From an optimization exercise on the open Yosys and OpenROAD flow, aimed at small area, a short achievable clock period and few clock cycles; shortcuts taken in it are not production practice. Function was checked by simulation only, so behaviour that the tests miss may differ from the original. Power figures rest on the tool's default switching activity, not on a simulated workload.

## red
## trpx_terse_enc
module trpx_terse_enc (
    input  wire        clk,
    input  wire        rst,
    input  wire        start,
    output wire        start_ready,
    input  wire [6:0]  cfg_block,     
    input  wire        cfg_signed,    
    input  wire [6:0]  cfg_pb,        
    input  wire [15:0] cfg_n,         
    input  wire        in_valid,
    output wire        in_ready,
    input  wire [31:0] in_data,
    output wire        out_valid,
    input  wire        out_ready,
    output wire [31:0] out_data,
    output wire        out_last,
    output reg         done,
    output wire [1:0]  done_err,      
    output wire [21:0] done_bits      
);
For scale: ~4,400 cells after synthesis, about 1,500 flip-flops, ~130 I/O pins, roughly 62,000 um2 of cells after synthesis.
export LEC_CHECK = 0
export CAP_MARGIN = 20
export CORE_MARGIN = 5
export CORE_UTILIZATION = 60
export CTS_CLUSTER_DIAMETER = 80
export CTS_CLUSTER_SIZE = 24
export PLACE_DENSITY = 0.72
export SETUP_SLACK_MARGIN = 5
export SLEW_MARGIN = 20
create_clock -name core_clock -period 8.0 [get_ports {clk}]
run.sh (not shown) runs the stock make flow with config.mk's settings and CLKGATE_MAP_FILE= SYNTH_SCRIPT=/design/flow/synth_recipe.tcl, a recipe that flattens the netlist after the stock synthesis.
red completed; timing, DRC and antenna clean
Testbench counts of red, summed over its fixed seeds: cycles 9,290.
Input-level comparison between blue and red:
--- a/flow/design.v
+++ b/flow/design.v
@@ -165,48 +165,52 @@
     reg         f_end;
     reg  [1:0]  f_err;
     wire        f_acc;
     wire        f_free  = !f_vld || f_acc;
     wire        e_go    = h_vld && f_free;
     wire        e_isend = (h_kind == K_END);
     wire        e_lastv = (h_n == 6'd1);
     wire        e_hdr   = h_hdr && (h_kind == K_BLK);
     wire        e_split = e_hdr && ((h_ht == 2'd0 && h_s[5]) ||
                                     (h_ht == 2'd3 && h_s > 6'd20));
     wire        e_pop   = e_go && !e_split && (e_isend || e_lastv);
     wire        e_read  = e_go && !e_split && !e_isend;
-    wire [31:0] e_v = e_raw & lowmask(h_s);
+    wire [31:0] e_m = lowmask(h_s);
     reg  [11:0] e_h;
     reg  [3:0]  e_hl;
     always @(*) begin
         case (h_ht)
             2'd0: begin e_h = 12'd1;                               e_hl = 4'd1;  end
             2'd1: begin e_h = {8'd0, h_s[2:0], 1'b0};              e_hl = 4'd4;  end
             2'd2: begin e_h = {6'd0, h_s[1:0] - 2'd3, 4'b1110};    e_hl = 4'd6;  end
             default: begin e_h = {h_s - 6'd10, 6'b111110};         e_hl = 4'd12; end
         endcase
     end
-    reg  [31:0] e_data;
-    always @(*) begin
-        if (e_split)
-            e_data = {20'd0, e_h};
-        else if (!e_hdr)
-            e_data = e_v;
-        else case (h_ht)
-            2'd0:    e_data = {e_v[30:0], 1'b1};
-            2'd1:    e_data = {e_v[27:0], e_h[3:0]};
-            2'd2:    e_data = {e_v[25:0], e_h[5:0]};
-            default: e_data = {e_v[19:0], e_h};
-        endcase
-    end
+    wire        p_v0  = !e_hdr;                           
+    wire        p_v1  = e_hdr && !e_split && h_ht == 2'd0;
+    wire        p_v4  = e_hdr && !e_split && h_ht == 2'd1;
+    wire        p_v6  = e_hdr && !e_split && h_ht == 2'd2;
+    wire        p_v12 = e_hdr && !e_split && h_ht == 2'd3;
+    wire [31:0] g0    = e_m & {32{p_v0}};
+    wire [31:0] g1    = {e_m[30:0], 1'b0}  & {32{p_v1}};
+    wire [31:0] g4    = {e_m[27:0], 4'd0}  & {32{p_v4}};
+    wire [31:0] g6    = {e_m[25:0], 6'd0}  & {32{p_v6}};
+    wire [31:0] g12   = {e_m[19:0], 12'd0} & {32{p_v12}};
+    wire [11:0] e_hb  = e_hdr ? e_h : 12'd0;
+    wire [31:0] e_data = (g0  & e_raw) |
+                         (g1  & {e_raw[30:0], 1'b0}) |
+                         (g4  & {e_raw[27:0], 4'd0}) |
+                         (g6  & {e_raw[25:0], 6'd0}) |
+                         (g12 & {e_raw[19:0], 12'd0}) |
+                         {20'd0, e_hb};
     wire [5:0]  e_len = e_split ? {2'd0, e_hl} : h_s + (e_hdr ? {2'd0, e_hl} : 6'd0);
     wire        e_nz  = e_hdr || (h_s != 6'd0);
     wire        e_end = !e_split && (e_isend || (e_lastv && (h_last || h_kind == K_BAD)));
     wire [1:0]  e_err = (h_kind == K_BAD) ? 2'd3 : (h_kind == K_END) ? h_err : 2'd0;
     reg  [31:0] acc;             
     reg  [5:0]  cnt;
     reg         flushing;
     reg  [1:0]  p_err;
     reg  [21:0] p_bits;
     reg  [31:0] w0, w1;
     reg         w0_v, w1_v, w0_l, w1_l;
     reg         pend;            
==> comparison <==
Sort blue and red by portion of netlist area occupied by mux cells, descending, and red comes first.
Taking red as the reference, in blue final weighted congestion in routability-driven placement moved down, leakage power summed over all cells moved down.
On xor-xnor portion of the synthesized cell area, blue tracks red almost exactly.
blue and red ended up with roughly the same number of standard cells in the layout, taps in and fillers out.
| cell count after placement | lower: blue |
The source of the critical timing path comes out rd_oh[12] in one run and rd_oh[3] in the other, namely in blue and red respectively.
Compared with red, blue shows first-iteration DRC count that has gone down by a few percent.
Looking at area after synthesis, blue sits about 0.5% lower than red does.
Comparing ratio of cells with drive above 1 in the final layout for blue and red, the smaller number came from blue.
Compared with red, blue shows a higher layout overhead on the synthesized area.
Delta(count of buffers added by post-CTS timing repair for setup, blue - red) < 0
Global-route usage over all layers in blue is 0.50 points lower than in red
The run with more routed wire is red, not blue.
Status: design area parity (red, blue)
Testbench counts of blue, summed over its fixed seeds: cycles 9,290.

[separate check: timing with driven ports]
The flow's constraints put no driver on any port. The routed layouts listed below were extracted and timed again, unchanged, in two steps. Step 1, drivers: a clkbuf_16 drives clk and a buf_2 each remaining input, both assumed. Step 2 also shifts input and output timing later by t, the mid clock arrival at the registers, as if the neighbouring blocks saw the same clock. Slacks: ideal / step 1 / step 2; pairs: ideal / step 1.
run	shift t [ns]	slack for setup (ns)	latest minus earliest clock arrival (ns)	worst data-port slew with drivers (ns)
red	0.752	4.932 / 4.932 / 4.308	0.038 / 0.039	0.06
blue	0.745	4.935 / 4.935 / 4.245	0.025 / 0.026	0.05
After both steps every run listed still meets setup and hold. For blue, which loses most, drivers alone change the setup slack by 0.000 ns; drivers and shift together by -0.690 ns.
